From an optimization exercise on the open Yosys and OpenROAD flow, aimed at small area; shortcuts taken in it are not production practice.
Only simulation tests tie the RTL to the original design; equivalence was not proved.
No activity file was given, so power comes from the tool's default toggle rates.

===== flow/standard.sh =====
#!/bin/bash
# synth_recipe.tcl (not shown) runs the flow's synth.tcl, then flattens the netlist and writes it again
# the make line also repeats each setting of config.mk as NAME=value (left out here)
make -C /OpenROAD-flow-scripts/flow DESIGN_CONFIG=/design/flow/config.mk WORK_HOME=/design/flow/orfs CLKGATE_MAP_FILE= SYNTH_SCRIPT=/design/flow/synth_recipe.tcl "${@:-finish}"

===== flow/flow/area_synth.tcl =====
proc synth {args} { yosys synth -nofsm -noshare {*}$args }
proc abc {args} {
  set i [lsearch -exact $args -script]
  if {$i >= 0 && [info exists ::env(CUSTOM_ABC_SCRIPT)]} {
    set args [lreplace $args [expr {$i+1}] [expr {$i+1}] $::env(CUSTOM_ABC_SCRIPT)]
  }
  yosys abc {*}$args
}
source $::env(SCRIPTS_DIR)/synth.tcl
# left out here: clear keep_hierarchy, flatten, clean up, hide names made inside functions, write 1_2_yosys.v

===== flow/flow/area.abc =====
strash
dch
amap
strash
dch
amap
strash
dch
amap
topo

===== flow/design.v =====
module eeprom_seq (
    input             clk,
    input             rst,
    input             cmd_valid,
    output            cmd_ready,
    input      [31:0] cmd_word,
    input             buf_we,
    input             buf_sel,
    input      [4:0]  buf_idx,
    input      [22:0] buf_wdata,
    input      [4:0]  rbuf_idx,
    output     [7:0]  rbuf_data,
    input             map_ok,
    input             term_req,
    output reg        ev_valid,
    input             ev_ready,
    output reg [3:0]  ev_kind,
    output reg [31:0] ev_arg,
    input      [31:0] ev_lev,
    output     [31:0] status,
    output     [31:0] err_info,
    output     [14:0] err_addr
);
    localparam [3:0] OP_INIT = 4'h1, OP_CFG_DOUT = 4'h2, OP_CFG_DIN = 4'h3,
                     OP_CADDR = 4'h4, OP_CPAGE = 4'h5, OP_CPAIRS = 4'h6,
                     OP_WSEQ = 4'h7, OP_RSEQ = 4'h8, OP_SDP_OFF = 4'h9,
                     OP_SDP_ON = 4'hA, OP_WPAGE = 4'hB, OP_RPAGE = 4'hC,
                     OP_WTWC = 4'hF;
    localparam [3:0] E_NONE = 4'd0, E_DEVACCESS = 4'd1, E_ILLEGAL = 4'd4,
                     E_NOTINIT = 4'd5, E_LENGTH = 4'd6, E_ADDRRANGE = 4'd7,
                     E_PAGECROSS = 4'd8, E_NOSEQ = 4'd9, E_BADSEQ = 4'd10,
                     E_TWC = 4'd11, E_DIRECTION = 4'd12, E_UNLOADED = 4'd14;
    localparam [3:0] EV_SET = 4'd1, EV_CLR = 4'd2, EV_LEV = 4'd3,
                     EV_CFG = 4'd4, EV_DELAY = 4'd5, EV_SLEEP = 4'd6,
                     EV_SIGBLOCK = 4'd7, EV_SIGUNBLOCK = 4'd8,
                     EV_DIAG = 4'd9, EV_TERM = 4'd10;
    localparam [4:0] S_IDLE     = 5'd0,
                     S_RSTCLR   = 5'd1,    
                     S_SCANW    = 5'd2,    
                     S_SCAN     = 5'd3,    
                     S_CHECK    = 5'd4,
                     S_DIAG     = 5'd5,
                     S_TERM     = 5'd6,
                     S_INIT_SET = 5'd7,
                     S_INIT_CLR = 5'd8,
                     S_CFG      = 5'd9,
                     S_SIGBLOCK = 5'd10,
                     S_SP       = 5'd11,   
                     S_SETD     = 5'd13,
                     S_W_D0A    = 5'd14,
                     S_W_D0B    = 5'd15,
                     S_W_WEL    = 5'd16,
                     S_W_WP     = 5'd17,
                     S_W_WEH    = 5'd18,
                     S_W_D0C    = 5'd19,
                     S_W_D0D    = 5'd20,
                     S_CP       = 5'd21,   
                     S_CLRD     = 5'd23,
                     S_R_OE     = 5'd24,
                     S_R_EXTRA  = 5'd25,
                     S_R_SETTLE = 5'd26,
                     S_R_LEV    = 5'd27,
                     S_R_RESTORE = 5'd28,
                     S_SIGUNBLOCK = 5'd29,
                     S_SLEEP    = 5'd30;
    reg [4:0]  state;
    reg [4:0]  ph;           
    reg [1:0]  md;           
    reg [31:0] cur_cmd;
    reg        twc_pending;
    reg        seq_valid;
    reg        seq_addr;     
    reg [5:0]  seq_len;
    reg [5:0]  rbuf_len;
    reg [3:0]  err;
    reg        dout;         
    reg        unl;          
    reg        f_range;      
    reg        f_cross;      
    reg [4:0]  cnt;          
    reg [22:0] r;            
    reg [32*23-1:0] sq;      
    reg [32*9-1:0]  pb;      
    reg [32*24-1:0] pr;      
    reg [32*8-1:0]  rb;      
    wire [22:0] sq_head = sq[22:0];               
    wire [22:0] sq_next = sq[45:23];              
    wire [22:0] sq_prev = sq[32*23-1:31*23];      
    wire [8:0]  pb_head = pb[8:0];
    wire [23:0] pr_head = pr[23:0];
    wire [3:0]  c_op   = cur_cmd[3:0];
    wire [6:0]  c_len  = cur_cmd[10:4];
    wire [14:0] c_base = cur_cmd[25:11];
    wire [5:0]  c_rsv  = cur_cmd[31:26];
    reg c_legal;
    always @(*) begin
        case (c_op)
            OP_INIT, OP_CFG_DOUT, OP_CFG_DIN, OP_WSEQ, OP_RSEQ,
            OP_SDP_OFF, OP_SDP_ON, OP_WTWC:
                c_legal = (cur_cmd[31:4] == 28'd0);
            OP_CPAIRS:
                c_legal = (cur_cmd[31:11] == 21'd0);
            OP_CADDR, OP_CPAGE, OP_WPAGE, OP_RPAGE:
                c_legal = (c_rsv == 6'd0);
            default:
                c_legal = 1'b0;
        endcase
    end
    wire m_uninit  = (md == 2'b00);
    wire final_mode = md[1];
    wire len_err   = (c_len > 7'd32);
    wire range_err = f_range;
    wire cross_err = f_cross;
    wire len_zero  = (c_len == 7'd0);
    wire [3:0] wr_eng_err = twc_pending ? E_TWC : (!dout ? E_DIRECTION : E_NONE);
    wire [3:0] rd_eng_err = twc_pending ? E_TWC : E_NONE;
    reg [3:0] chk_err;
    always @(*) begin
        chk_err = E_NONE;
        if (!c_legal)
            chk_err = E_ILLEGAL;
        else if (m_uninit && c_op != OP_INIT)
            chk_err = E_NOTINIT;
        else if (!m_uninit && c_op == OP_INIT)
            chk_err = E_ILLEGAL;
        else begin
            case (c_op)
                OP_INIT:
                    if (!map_ok) chk_err = E_DEVACCESS;
                OP_CADDR: begin
                    if (len_err)        chk_err = E_LENGTH;
                    else if (range_err) chk_err = E_ADDRRANGE;
                end
                OP_CPAGE: begin
                    if (len_err)        chk_err = E_LENGTH;
                    else if (range_err) chk_err = E_ADDRRANGE;
                    else if (cross_err) chk_err = E_PAGECROSS;
                    else if (unl)       chk_err = E_UNLOADED;
                end
                OP_CPAIRS: begin
                    if (len_err)        chk_err = E_LENGTH;
                    else if (unl)       chk_err = E_UNLOADED;
                end
                OP_WSEQ: begin
                    if (!seq_valid)             chk_err = E_NOSEQ;
                    else if (seq_len != 6'd0)   chk_err = wr_eng_err;
                end
                OP_RSEQ: begin
                    if (!seq_valid)             chk_err = E_NOSEQ;
                    else if (seq_len != 6'd0) begin
                        if (!seq_addr)          chk_err = E_BADSEQ;
                        else                    chk_err = rd_eng_err;
                    end
                end
                OP_SDP_OFF, OP_SDP_ON:
                    chk_err = wr_eng_err;
                OP_WPAGE: begin
                    if (len_err)                chk_err = E_LENGTH;
                    else if (range_err)         chk_err = E_ADDRRANGE;
                    else if (cross_err)         chk_err = E_PAGECROSS;
                    else if (unl)               chk_err = E_UNLOADED;
                    else if (!len_zero)         chk_err = wr_eng_err;
                end
                OP_RPAGE: begin
                    if (len_err)                chk_err = E_LENGTH;
                    else if (range_err)         chk_err = E_ADDRRANGE;
                    else if (!len_zero)         chk_err = rd_eng_err;
                end
                default: ;
            endcase
        end
    end
    wire op_read  = (c_op == OP_RSEQ) || (c_op == OP_RPAGE);
    wire op_sleep = (c_op == OP_SDP_OFF) || (c_op == OP_SDP_ON) || (c_op == OP_WPAGE);
    wire op_pairs = (c_op == OP_CPAIRS);
    function [22:0] sdp_word;
        input       off;
        input [4:0] i;
        begin
            if (off) begin
                case (i)
                    5'd0, 5'd3: sdp_word = 23'h55_5555;   
                    5'd1, 5'd4: sdp_word = 23'h2A_AAAA;   
                    5'd2:       sdp_word = 23'h40_5555;   
                    default:    sdp_word = 23'h10_5555;   
                endcase
            end else begin
                case (i)
                    5'd0:       sdp_word = 23'h55_5555;   
                    5'd1:       sdp_word = 23'h2A_AAAA;   
                    default:    sdp_word = 23'h50_5555;   
                endcase
            end
        end
    endfunction
    wire [5:0]  addr_lo = {1'b0, c_base[4:0]} + {1'b0, ph};
    wire [10:0] addr_hi = {1'b0, c_base[14:5]} + {10'd0, addr_lo[5]};
    wire [14:0] addr_j  = {addr_hi[9:0], addr_lo[4:0]};
    reg [22:0] src_word;
    reg        comp_we;
    always @(*) begin
        comp_we = 1'b1;
        case (c_op)
            OP_CADDR, OP_RPAGE:  src_word = {8'd0, addr_j};
            OP_CPAGE:            src_word = {pb_head[7:0], addr_j};
            OP_WPAGE: begin
                src_word = {pb_head[7:0], addr_j};
                comp_we  = !len_zero;
            end
            OP_CPAIRS:           src_word = pr_head[22:0];
            OP_SDP_OFF:          src_word = sdp_word(1'b1, ph);
            OP_SDP_ON:           src_word = sdp_word(1'b0, ph);
            default: begin
                src_word = 23'd0;
                comp_we  = 1'b0;
            end
        endcase
    end
    wire j_in_len = (c_len[6:5] != 2'b00) || (ph < c_len[4:0]);
    wire need_flag = op_pairs ? pr_head[23] : pb_head[8];
    wire [4:0] wrow = buf_idx - ph - 5'd1;    
    reg        hw_v;                          
    reg        hw_sel;
    wire [4:0]  hw_idx  = cnt;
    wire [22:0] hw_data = r;
    wire [4:0] hrow = hw_idx - ph - 5'd1;     
    always @(posedge clk) begin
        hw_v    <= buf_we && wrow[0] && cmd_ready;
        hw_sel  <= buf_sel;
    end
    wire [4:0] rrow = rbuf_idx - ph;          
    reg [7:0] rb_row [0:31];
    integer q;
    always @(*) for (q = 0; q < 32; q = q + 1) rb_row[q] = rb[q*8 +: 8];
    assign rbuf_data = rb_row[rrow];
    wire clr_flags = (state == S_RSTCLR);
    wire sq_we = (state == S_SCAN) && comp_we;
    wire at_i  = (ph == cnt);
    wire rb_we = (state == S_CP) && op_read && at_i;
    wire [22:0] sq_tail = sq_we ? src_word : sq_head;
    wire [7:0]  rb_tail = rb_we ? r[22:15] : rb[7:0];
    always @(posedge clk) begin
        sq <= {sq_tail, sq[32*23-1:23]};
        rb <= {rb_tail, rb[32*8-1:8]};
    end
    function pol;
        input integer p;
        begin
            pol = (p % 4 == 1) || (p % 4 == 2);
        end
    endfunction
    integer p;
    reg [8:0]  pb_in;
    reg [23:0] pr_in;
    reg        d_b, d_r, h_b, h_r;
    always @(posedge clk) begin
        for (p = 0; p < 32; p = p + 1) begin
            if (p % 2 == 1) begin
                pb[p*9 +: 9]   <= pb[((p+1)%32)*9 +: 9];
                pr[p*24 +: 24] <= pr[((p+1)%32)*24 +: 24];
            end else begin
                d_b = buf_we && !buf_sel && wrow == p;
                d_r = buf_we &&  buf_sel && wrow == p;
                h_b = hw_v && !hw_sel && hrow == p && !d_b;
                h_r = hw_v &&  hw_sel && hrow == p && !d_r;
                pb_in = pb[(p+1)*9 +: 9]   ^ {9{pol(p+1)}};
                pr_in = pr[(p+1)*24 +: 24] ^ {24{pol(p+1)}};
                if (p == 30) begin
                    pb_in[8]  = pb_in[8]  & !clr_flags;
                    pr_in[23] = pr_in[23] & !clr_flags;
                end
                pb_in = ({9{d_b}} & {1'b1, buf_wdata[7:0]}) | ({9{h_b}} & {1'b1, hw_data[7:0]})
                      | ({9{!(d_b || h_b)}} & pb_in);
                pr_in = ({24{d_r}} & {1'b1, buf_wdata}) | ({24{h_r}} & {1'b1, hw_data})
                      | ({24{!(d_r || h_r)}} & pr_in);
                pb[p*9 +: 9]   <= pb_in ^ {9{pol(p)}};
                pr[p*24 +: 24] <= pr_in ^ {24{pol(p)}};
            end
        end
    end
    wire cfg_dir = (c_op == OP_INIT) || (c_op == OP_CFG_DOUT);
    always @(*) begin
        ev_valid = 1'b1;
        ev_kind  = 4'd0;
        ev_arg   = 32'd0;
        case (state)
            S_DIAG:       begin ev_kind = EV_DIAG;  ev_arg = {28'd0, err}; end
            S_TERM:       begin ev_kind = EV_TERM; end
            S_INIT_SET:   begin ev_kind = EV_SET;   ev_arg = 32'h0180_0000; end
            S_INIT_CLR:   begin ev_kind = EV_CLR;   ev_arg = 32'h007F_FFFF; end
            S_CFG:        begin ev_kind = EV_CFG;   ev_arg = {23'd0, cfg_dir, 3'd0, cnt}; end
            S_SIGBLOCK:   begin ev_kind = EV_SIGBLOCK; end
            S_SETD:       begin ev_kind = EV_SET;   ev_arg = {9'd0, r}; end
            S_W_D0A, S_W_D0B, S_W_D0C, S_W_D0D, S_R_SETTLE:
                          begin ev_kind = EV_DELAY; end
            S_W_WEL:      begin ev_kind = EV_CLR;   ev_arg = 32'h0080_0000; end
            S_W_WP:       begin ev_kind = EV_DELAY; ev_arg = 32'd1; end
            S_W_WEH:      begin ev_kind = EV_SET;   ev_arg = 32'h0080_0000; end
            S_CLRD:       begin ev_kind = EV_CLR;   ev_arg = {9'd0, r}; end
            S_R_OE:       begin ev_kind = EV_CLR;   ev_arg = 32'h0100_0000; end
            S_R_EXTRA:    begin ev_kind = EV_DELAY; ev_arg = 32'd2; end
            S_R_LEV:      begin ev_kind = EV_LEV; end
            S_R_RESTORE:  begin ev_kind = EV_SET;   ev_arg = 32'h0180_0000; end
            S_SIGUNBLOCK: begin ev_kind = EV_SIGUNBLOCK; end
            S_SLEEP:      begin ev_kind = EV_SLEEP; end
            default:      ev_valid = 1'b0;
        endcase
    end
    wire ev_fire = ev_valid && ev_ready;
    wire last_elem = ({1'b0, cnt} == seq_len - 6'd1);
    assign cmd_ready = (state == S_IDLE);
    wire   cmd_fire  = cmd_valid && cmd_ready;
    wire fail = md[1] & md[0];
    wire term = md[1] & !md[0];
    assign status    = {5'd0, 1'b0  , 1'b0, rbuf_len, 1'b0, seq_len, err,
                        seq_valid, fail, twc_pending, term, 1'b0  ,
                        term, fail, md[0]};
    assign err_info  = fail ? cur_cmd : 32'd0;
    assign err_addr  = (fail && (err == E_ADDRRANGE || err == E_PAGECROSS)) ? c_base : 15'd0;
    always @(posedge clk) begin
        if (rst) begin
            state       <= S_RSTCLR;
            ph          <= 5'd0;
            md          <= 2'b00;
            twc_pending <= 1'b0;
            seq_valid   <= 1'b0;
            seq_len     <= 6'd0;
            rbuf_len    <= 6'd0;
            err         <= E_NONE;
        end else begin
            ph <= ph + 5'd1;
            case (state)
                S_RSTCLR: if (ph == 5'd31) state <= S_IDLE;
                S_IDLE: begin
                    r   <= buf_wdata;
                    cnt <= buf_idx;
                    if (!final_mode && term_req) begin
                        state <= S_TERM;
                    end else if (cmd_fire && !final_mode) begin
                        cur_cmd <= cmd_word;
                        state   <= S_SCANW;
                    end
                end
                S_SCANW: begin
                    unl     <= 1'b0;
                    f_range <= 1'b0;
                    f_cross <= 1'b0;
                    if (ph == 5'd31) state <= S_SCAN;
                end
                S_SCAN: begin
                    if (j_in_len) begin
                        if (!need_flag) unl     <= 1'b1;
                        if (addr_hi[10]) f_range <= 1'b1;
                        if (addr_lo[5])  f_cross <= 1'b1;
                    end
                    if (ph == 5'd31) state <= S_CHECK;
                end
                S_CHECK: begin
                    cnt <= 5'd0;
                    if (chk_err != E_NONE) begin
                        err   <= chk_err;
                        md    <= 2'b11;
                        state <= S_DIAG;
                    end else begin
                        case (c_op)
                            OP_INIT: begin
                                md          <= 2'b01;
                                seq_valid   <= 1'b0;
                                seq_len     <= 6'd0;
                                rbuf_len    <= 6'd0;
                                twc_pending <= 1'b0;
                                dout        <= 1'b1;
                                state       <= S_INIT_SET;
                            end
                            OP_CFG_DOUT, OP_CFG_DIN: begin
                                dout  <= !c_op[0];
                                cnt   <= 5'd15;
                                state <= S_CFG;
                            end
                            OP_CADDR, OP_CPAGE, OP_CPAIRS: begin
                                seq_len   <= c_len[5:0];
                                seq_valid <= 1'b1;
                                seq_addr  <= (c_op == OP_CADDR);
                                state     <= S_IDLE;
                            end
                            OP_WSEQ: begin
                                seq_valid <= 1'b0;
                                if (seq_len == 6'd0) state <= S_IDLE;
                                else begin
                                    twc_pending <= 1'b1;
                                    state       <= S_SIGBLOCK;
                                end
                            end
                            OP_RSEQ: begin
                                seq_valid <= 1'b0;
                                rbuf_len  <= seq_len;
                                if (seq_len == 6'd0) state <= S_IDLE;
                                else begin
                                    dout  <= 1'b0;
                                    state <= S_SIGBLOCK;
                                end
                            end
                            OP_SDP_OFF, OP_SDP_ON: begin
                                seq_len   <= c_op[0] ? 6'd6 : 6'd3;
                                seq_valid <= 1'b0;
                                state     <= S_SIGBLOCK;
                            end
                            OP_WPAGE: begin
                                if (len_zero) state <= S_IDLE;
                                else begin
                                    seq_len   <= c_len[5:0];
                                    seq_valid <= 1'b0;
                                    state     <= S_SIGBLOCK;
                                end
                            end
                            OP_RPAGE: begin
                                seq_len   <= c_len[5:0];
                                seq_valid <= 1'b0;
                                seq_addr  <= 1'b1;
                                rbuf_len  <= c_len[5:0];
                                if (len_zero) state <= S_IDLE;
                                else begin
                                    dout  <= 1'b0;
                                    state <= S_SIGBLOCK;
                                end
                            end
                            OP_WTWC: begin
                                twc_pending <= 1'b0;
                                state       <= S_SLEEP;
                            end
                            default: state <= S_IDLE;
                        endcase
                    end
                end
                S_DIAG: if (ev_fire) state <= S_IDLE;
                S_TERM: if (ev_fire) begin
                    md    <= 2'b10;
                    state <= S_IDLE;
                end
                S_INIT_SET: if (ev_fire) state <= S_INIT_CLR;
                S_INIT_CLR: if (ev_fire) state <= S_CFG;
                S_CFG: if (ev_fire) begin
                    cnt <= cnt + 5'd1;
                    if (cnt == ((c_op == OP_INIT) ? 5'd24 : 5'd22)) begin
                        cnt   <= 5'd0;
                        state <= op_read ? S_R_OE : S_IDLE;
                    end
                end
                S_SIGBLOCK: if (ev_fire) begin
                    if (op_read) begin
                        cnt   <= 5'd15;
                        state <= S_CFG;
                    end else begin
                        state <= S_SP;
                    end
                end
                S_R_OE: if (ev_fire) state <= S_SP;
                S_SP: if (at_i) begin
                    r     <= ~(sq_prev & {23{cnt != 5'd0}}) & sq_head;
                    state <= S_SETD;
                end
                S_SETD: if (ev_fire) state <= op_read ? S_R_EXTRA : S_W_D0A;
                S_W_D0A: if (ev_fire) state <= S_W_D0B;
                S_W_D0B: if (ev_fire) state <= S_W_WEL;
                S_W_WEL: if (ev_fire) state <= S_W_WP;
                S_W_WP:  if (ev_fire) state <= S_W_WEH;
                S_W_WEH: if (ev_fire) state <= S_W_D0C;
                S_W_D0C: if (ev_fire) state <= S_W_D0D;
                S_W_D0D: if (ev_fire) state <= S_CP;
                S_R_EXTRA:  if (ev_fire) state <= S_R_SETTLE;
                S_R_SETTLE: if (ev_fire) state <= S_R_LEV;
                S_R_LEV: if (ev_fire) begin
                    r[22:15] <= ev_lev[22:15];
                    state    <= S_CP;
                end
                S_CP: if (at_i) begin
                    r     <= sq_head & ~(sq_next & {23{!last_elem}});
                    state <= S_CLRD;
                end
                S_CLRD: if (ev_fire) begin
                    if (last_elem) begin
                        state <= op_read ? S_R_RESTORE : S_SIGUNBLOCK;
                    end else begin
                        cnt   <= cnt + 5'd1;
                        state <= S_SP;
                    end
                end
                S_R_RESTORE: if (ev_fire) state <= S_SIGUNBLOCK;
                S_SIGUNBLOCK: if (ev_fire) state <= op_sleep ? S_SLEEP : S_IDLE;
                S_SLEEP: if (ev_fire) state <= S_IDLE;
                default: state <= S_IDLE;
            endcase
        end
    end
endmodule

===== flow/flow/run.sh =====
#!/bin/bash
# The standard layout (standard.sh) with three changes:
#  - synthesis is synth_recipe.tcl with only the abc technology-mapping
#    script swapped for an area-recovery one (flow/area.abc); registers
#    are mapped before abc, so they come out exactly as in the standard
#    synthesis;
#  - clock tree synthesis adds no dummy balancing loads and builds leaf
#    clusters of up to 12 registers within 45 um, from clkbuf_4 and clkbuf_8;
#  - every input and output port still gets its own buffer, but buf_1
#    instead of clkdlybuf4s50_1.
set -euo pipefail
HERE=$(pwd)
export CUSTOM_ABC_SCRIPT="$HERE/flow/area.abc"
export CTS_ARGS="-sink_clustering_enable -repair_clock_nets -dont_use_dummy_load -sink_clustering_size 12 -sink_clustering_max_diameter 45 -buf_list {sky130_fd_sc_hd__clkbuf_4 sky130_fd_sc_hd__clkbuf_8}"
export BUFFER_PORTS_ARGS="-inputs -outputs -buffer_cell sky130_fd_sc_hd__buf_1"
sed "s|SYNTH_SCRIPT=[^ ]*|SYNTH_SCRIPT=$HERE/flow/area_synth.tcl|" standard.sh > area_standard.sh
grep -q "SYNTH_SCRIPT=$HERE/flow/area_synth.tcl" area_standard.sh
bash area_standard.sh > standard_flow.log 2>&1

===== flow/constraint.sdc =====
create_clock -name core_clock -period 10.0 [get_ports {clk}]
set_input_delay 2.0000 -clock core_clock [delete_from_list [all_inputs] [get_ports {clk}]]
set_output_delay 2.0000 -clock core_clock [all_outputs]
set_load 0.01 [all_outputs]

===== flow/config.mk =====
export PLATFORM = sky130hd
export DESIGN_NAME = eeprom_seq
export DESIGN_NICKNAME = eeprom_seq
export VERILOG_FILES = /design/flow/design.v
export SDC_FILE = /design/flow/constraint.sdc
export NUM_CORES = 4
export LEC_CHECK = 0
export ABC_AREA = 1
export CAP_MARGIN = 20
export CORE_MARGIN = 2
export CORE_UTILIZATION = 65
export SLEW_MARGIN = 20

==> summary.txt <==
==> flip-flops by register name, indices dropped and copies added (netlist names), 2 cells and up <==
signal and count:
md 2, rbuf_len 6, rb 256, ph 5, state 5, cur_cmd 32
pb 288, seq_len 6, pr 768, r 23, sq 736, err 4
cnt 5
==> metal layers <==
layer / vias up / part of all wire / GRT usage
met5: - / 0.000099 / 0
li1: 16700 / - / -
met2: 1751 / 0.43 / 0.450
met4: 2 / 0.038 / 0.131
met1: 17400 / 0.45 / 0.455
met3: 291 / 0.083 / 0.0546
==> Yosys cell counts (all sizes together), types with 4 or more instances <==
cell type	number
o221a	6
a21boi	4
edfxtp	65
nor4	18
a21oi	78
a222oi	219
o221ai	4
clkinv	214
a31oi	10
nor2	332
or4	6
fa	4
nor3	73
a22oi	228
or2	39
a221oi	88
dfxtp	2080
nand4	37
o22a	81
o21bai	4
o22ai	32
a211oi	12
nor2b	13
nand2b	10
nand2	112
or3	36
o21ai	358
ha	31
a2111oi	5
o211ai	7
a22o	11
o21a	28
a221o	7
buf	22
nand3	30
==> kinds of logic (layout without fill, tap and decap cells) <==
group,Yosys count,count (layout),share of synthesized area
flops,2145,2145,0.765
compound gates,1201,1201,0.153
simple gates,715,715,0.0571
buf+inv,236,687,0.0170
fa+ha+maj,35,35,0.00821
other cells,1,18,0.0000658
==> layout make-up <==
cell class / count / area [µm²] / share of cell area
Antenna cell: 2 / 5.00 / 0.0000799
Clock buffer: 203 / 2790 / 0.0446
Inverter: 214 / 803 / 0.0128
Multi-Input combinational cell: 1967 / 12700 / 0.202
Sequential cell: 2145 / 43600 / 0.696
Tap cell: 1155 / 1450 / 0.0231
Timing Repair Buffer: 270 / 1320 / 0.0211
==> metrics by stage <==
step	worst slack (ns)	total power, mW	cells
after floorplan	2.48	11.3	4348
after global placement	1.57	12.0	5750
after detailed placement	1.69	12.0	5750
after CTS	1.71	16.3	5953
after global routing	1.56	16.9	5955
final	1.84	16.3	5956
==> report_power, final <==
| group | internal [mW] | switching, mW |
|---|---|---|
| combinational | 0.478 | 0.740 |
| sequential | 10.1 | 0.582 |
| clock | 1.80 | 2.54 |
| total | 12.4 | 3.86 |
==> critical path: stages <==
cell and delay (ns):
buf_1 0.08, clkinv_1 0.06, ha_1 0.14, clkinv_1 0.09
fa_1 0.38, nand2_1 0.10, nand2b_1 0.06, a21oi_1 0.22
nand2_1 0.09, o21ai_2 0.31, clkinv_1 0.62, nor2_1 0.73
a222oi_1 0.23, nand3_1 0.13, a21oi_1 0.09, nand4_1 0.23
a21oi_1 0.06, nand2_1 0.10, a2111oi_0 0.06, a21oi_1 0.19
buf_1 0.19
==> worst max-delay path by stage <==
stage,to,cells past startpoint,slack (ns)
after floorplan,rbuf_data[3],17,2.48
after global placement,rbuf_data[0],21,1.57
after detailed placement,rbuf_data[0],18,1.69
after CTS,rbuf_data[0],18,1.71
after global routing,rbuf_data[0],21,1.56
final,rbuf_data[0],21,1.84
==> impl_metrics.env <==
export IMPL_power_density_nw_per_um2=260
export IMPL_nFillCells=5887
export IMPL_ys_seq_area_frac=0.765
export IMPL_mostFrequentLayoutCell="dfxtp_1"
export IMPL_cts_resized=0
export IMPL_start_kind="input port"
export IMPL_syn_cell_area_um2=57000
export IMPL_fin_crit_ns=8.16
export IMPL_worst_slew_pin_transition_ns=1.20
export IMPL_postSynthAreaPerCell_um2=13.2
export IMPL_ant_nets=0
export IMPL_postCtsSetupRepairBufs=0
export IMPL_min_path_cells=0
export IMPL_reg2reg_depth=16
export IMPL_grt_pass1_vias=34100
export IMPL_finalHoldViolations=0
export IMPL_fmax_mhz=123
export IMPL_clock_latency_ns=0.89
export IMPL_reg2reg_from="cur_cmd[0]$_DFFE_PP_"
export IMPL_fin_util=0.721
export IMPL_hp_start="pb[58]$_DFF_P_"
export IMPL_wl_per_cell_um=23.7
export IMPL_ys_seq_elements=2145
export IMPL_drc=0
export IMPL_via_per_inst=6.06
export IMPL_ir_worst_vdd_v=0.000200
export IMPL_cts_buffers=203
export IMPL_root_buffer="clkbuf_8"
export IMPL_hpwl_um=92100
export IMPL_ys_flop_type="dfxtp_1"
export IMPL_drv_cap=0
export IMPL_vias=36100
export IMPL_grtUsageTotal=0.308
export IMPL_critPathLaunch="rbuf_idx[0]"
export IMPL_path_class="input port to output pin"
export IMPL_cts_tree="done"
export IMPL_tns_ns=0
export IMPL_synth_area_leaders="dfxtp_1 73%, a222oi_1 3.8%, edfxtp_1 3.4%"
export IMPL_rr_endpoint="rbuf_len[5]$_SDFFE_PP0P_"
export IMPL_whs_endpoint="pb[49]$_DFF_P_"
export IMPL_fin_nets=4941
export IMPL_area_growth_pct=9.84
export IMPL_h_tree_depth=4
export IMPL_antenna_found_initial=7
export IMPL_p_leak_nw=23.7
export IMPL_dpl_instance_area_um2=59800
export IMPL_yosysUniqueCellTypes=53
export IMPL_synth_top_area_frac=0.730
export IMPL_synthArstFlopShare=0
export IMPL_finalCritPeriodShare=0.816
export IMPL_rrSetupSlack_ns=4.19
export IMPL_portBuffers=189
export IMPL_endpoint_kind="output pin"
export IMPL_die_w_um=300
export IMPL_rsz0062_at_grt="no"
export IMPL_grt_max_degree=34
export IMPL_yosysTopAreaCell="dfxtp_1"
export IMPL_die_area_um2=90100
export IMPL_yosysWarningCount=2
export IMPL_crit_fanout=17
export IMPL_relSlewSlack=0.198
export IMPL_core_area_um2=86900
export IMPL_final_cell_mix="2080 x dfxtp_1, 354 x o21ai_0, 325 x nor2_1, 228 x a22oi_1, 219 x a222oi_1"
export IMPL_final_area_um2=62600
export IMPL_finalHoldWorstSlack_ns=0.295
export IMPL_grt_overflow=0
export IMPL_cts_hold_buffers=0
export IMPL_fp_dieH_um=300
export IMPL_io_pins=230
export IMPL_crit_arrival_ns=6.16
export IMPL_drv_slew=0
export IMPL_firstDrtPassIters=12
export IMPL_synth_cells=4333
export IMPL_drt_iter0_drc=4594
export IMPL_skew_ns=0.0730
export IMPL_totalWireLength_um=141000
export IMPL_grt_pass1_wl_um=210000
export IMPL_initial_utilization=0.656
export IMPL_worstPathRequired_ns=8.00
export IMPL_finalWeightedCongestion=0.938
export IMPL_clk_pin_slew_worst_paths_ns=0.07
export IMPL_rows=108
export IMPL_synth_edff_count=65
export IMPL_outcome="no timing/DRC/antenna violations"
export IMPL_hp_class="flop to flop"
export IMPL_clock_sinks=2145
export IMPL_setup_viol=0
export IMPL_cts_path_max_buffers=3
export IMPL_final_layout_size_suffix_gt1_frac=0.0665

re-timing with driven ports:
How much do the figures lean on ideal ports? The routed layout below was timed once more, with nothing changed but the port constraints.
Step 1: set_driving_cell puts a clkbuf_16 on clk and a buf_2 on each other input, an assumption about the parent block.
Step 2 moves the port delays by t, midway between the first and last clock arrival at a register: inputs arrive t later, outputs are due t later. That takes back most of the time a late clock gives input paths.
a / b / c = ideal / step 1 / step 2; a / b = the first two.
t, ns: 0.927
setup slack, ns: 1.837 / 1.808 / 1.808
hold slack, ns: 0.295 / 0.295 / 0.295
worst register clock-pin slew, ns: 0.08 / 0.08
After both steps this run still meets setup and hold. The setup slack of this run moves by -0.029 ns with the drivers and by -0.029 ns with both steps.
